Background: an optimization exercise with open tools, aiming at a short achievable clock period and few clock cycles. Do not read the settings as production practice.
In this exercise RTL edits were held to simulation tests only and were not proved equivalent to the original.
No activity file was given, so power comes from the tool's default toggle rates.

## willow
## vm16_core
module vm16_core (
    input  wire        clk,
    input  wire        rst,         
    output reg         mem_req,
    output reg         mem_we,
    output reg  [15:0] mem_addr,
    output reg  [15:0] mem_wdata,
    input  wire [15:0] mem_rdata,
    input  wire        mem_ready,
    input  wire        in_valid,
    input  wire [7:0]  in_data,
    output reg         in_ready,
    output reg         out_valid,
    output reg  [7:0]  out_data,
    input  wire        out_ready,
    output reg         halted
);
    localparam [15:0] RESET_PC = 16'h3000;
    localparam CB = 5;               
    localparam NE = 1 << CB;         
    localparam TW = 16 - CB;         
    localparam DW = 14;              
    localparam P_BR = 0, P_ADD = 1, P_LD = 2, P_ST = 3, P_JSR = 4, P_JSRR = 5,
               P_AND = 6, P_LDR = 7, P_STR = 8, P_NOT = 9, P_LDI = 10,
               P_STI = 11, P_JMP = 12, P_LEA = 13;
    localparam M_EX   = 0,    
               M_IND  = 1,    
               M_GETC = 2,    
               M_OUT  = 3,    
               M_SRD  = 4,    
               M_SLO  = 5,    
               M_SHI  = 6,    
               M_INP  = 7,    
               M_INW  = 8,    
               M_INE  = 9,    
               M_HMSG = 10,   
               M_HLT  = 11;   
    localparam NM = 12;
  ...
Size: about 7800 cells after synthesis, roughly 0.11 mm2 of cells after synthesis.
Settings: LEC_CHECK=0, ABC_CLOCK_PERIOD_IN_PS=2500, CAP_MARGIN=40, CELL_PAD_IN_SITES_DETAIL_PLACEMENT=1, CELL_PAD_IN_SITES_GLOBAL_PLACEMENT=2, CORE_MARGIN=2, CORE_UTILIZATION=25, PLACE_DENSITY=0.5, SETUP_SLACK_MARGIN=5, SLEW_MARGIN=40; clock period 8.0 ns.
run.sh (not shown) runs the stock make flow with config.mk's settings and CLKGATE_MAP_FILE= SYNTH_SCRIPT=/design/flow/synth_recipe.tcl, a recipe that flattens the netlist after the stock synthesis.
Testbench counts of willow, summed over its fixed seeds: cycles 136,270.
Changes in amber relative to willow:
# willow
export LEC_CHECK = 0
export ABC_CLOCK_PERIOD_IN_PS = 2500
export CAP_MARGIN = 40
export CELL_PAD_IN_SITES_DETAIL_PLACEMENT = 1
export CELL_PAD_IN_SITES_GLOBAL_PLACEMENT = 2
export CORE_MARGIN = 2
export CORE_UTILIZATION = 25
export PLACE_DENSITY = 0.5
export SETUP_SLACK_MARGIN = 5
export SLEW_MARGIN = 40
create_clock -name core_clock -period 8.0 [get_ports {clk}]
# amber
export LEC_CHECK = 0
export ABC_CLOCK_PERIOD_IN_PS = 2500
export CAP_MARGIN = 40
export CORE_MARGIN = 2
export CORE_UTILIZATION = 30
export PLACE_DENSITY = 0.6
export SETUP_SLACK_MARGIN = 5
export SLEW_MARGIN = 40
create_clock -name core_clock -period 8.0 [get_ports {clk}]
## What came out
Reported for willow and amber, H-tree depth reported by CTS turned out identical to the last digit.
[amber] share of post-route cells with drive strength above 1 rose 0.49 points relative to willow
Delta (amber minus willow): number of global-route vias before repair lost 1.0%; layout overhead on the synthesized area fell by 0.79 points; clock-buffer cell count -about 11%; share of total power in the clock network went down 0.9 points.
The final reports for amber and willow show final standard cell count with taps included and fillers excluded lower in the former.
amber against willow: power density over the cells has increased, count of plain and timing-repair buffers rose by about 2%.
Setup changes, amber to tundra
# amber
export LEC_CHECK = 0
export ABC_CLOCK_PERIOD_IN_PS = 2500
export CAP_MARGIN = 40
export CORE_MARGIN = 2
export CORE_UTILIZATION = 30
export PLACE_DENSITY = 0.6
export SETUP_SLACK_MARGIN = 5
export SLEW_MARGIN = 40
create_clock -name core_clock -period 8.0 [get_ports {clk}]
# tundra
export LEC_CHECK = 0
export ABC_CLOCK_PERIOD_IN_PS = 1500
export CAP_MARGIN = 40
export CELL_PAD_IN_SITES_DETAIL_PLACEMENT = 1
export CELL_PAD_IN_SITES_GLOBAL_PLACEMENT = 2
export CORE_MARGIN = 2
export CORE_UTILIZATION = 25
export PLACE_DENSITY = 0.5
export SETUP_SLACK_MARGIN = 5
export SLEW_MARGIN = 40
create_clock -name core_clock -period 8.0 [get_ports {clk}]
### Flow results
Delta(buffer share of cell area, tundra - amber) < 0. When tundra is measured against amber, its worst hold slack turns out 14 ps higher. Of tundra and amber, amber shows the lower part of the total power dissipated in the clock network, with tundra above it. tundra vs. amber: part of the total power dissipated in combinational logic went down by 0.7 points. Diff amber -> tundra: number of vias in the routed layout lost 3.5%; global-route wire length before repair picked up an extra about 10%; maximum frequency picked up an extra about 6.5%.

========
Another version of the RTL of vm16_core (not shown whole).
For scale: ~2,200 cells after synthesis, ~74 I/O pins.
export LEC_CHECK = 0
export ABC_CLOCK_PERIOD_IN_PS = 2500
export CAP_MARGIN = 20
export CORE_MARGIN = 2
export CORE_UTILIZATION = 40
export SETUP_SLACK_MARGIN = 5
export SLEW_MARGIN = 20
create_clock -name core_clock -period 8.0 [get_ports {clk}]
Testbench counts at the start, summed over its fixed seeds: cycles 153,159.
Rerun with:
Settings changed: ABC_CLOCK_PERIOD_IN_PS 2500 to not set, SETUP_SLACK_MARGIN 5 to not set.
Outcome:
- design area fell by 24%
- synthesized cell count does not change
- final cell count fell by 11%
- area after synthesis stays the same
- power fell by 21%
- worst setup slack is worse by 2.0 ns
- via count fell by 14%
- utilization fell by 14 points
- maximum frequency fell by 31%
- routed wire length fell by 21%
- combinational power fell by 45%

[static timing again, ports no longer ideal]
How much do the figures lean on ideal ports? The routed layouts below were timed once more, with nothing changed but the port constraints. Step 1 sets driving cells, clkbuf_16 on the clock port and buf_2 on the other inputs (assumed; they add their load-dependent delay and slew). Step 2 times the ports against the registers' clock, not the clock port: input delays grow and output delays shrink by t, the midpoint of the rising clock arrivals with the driver on. a / b / c = ideal ports / drivers / drivers and shift; a / b = the first two.
run	shift t [ns]	slack for setup (ns)	worst hold slack (ns)	worst setup path after step 2	clock arrival spread, ns
willow	1.059	3.671 / 3.671 / 3.088	0.487 / 0.487 / 0.487	input to register	0.116 / 0.116
amber	1.028	3.391 / 3.391 / 3.049	0.474 / 0.474 / 0.474	input to register	0.126 / 0.126
tundra	1.059	3.671 / 3.671 / 3.088	0.487 / 0.487 / 0.487	input to register	0.116 / 0.116
the first run of note 2	0.637	3.546 / 3.485 / 3.564	0.429 / 0.429 / 0.429	register to register	0.023 / 0.023
the second run of note 2	0.618	1.524 / 1.524 / 1.524	0.442 / 0.442 / 0.442	register to register	0.021 / 0.022
After both steps setup and hold are still met in every run listed.
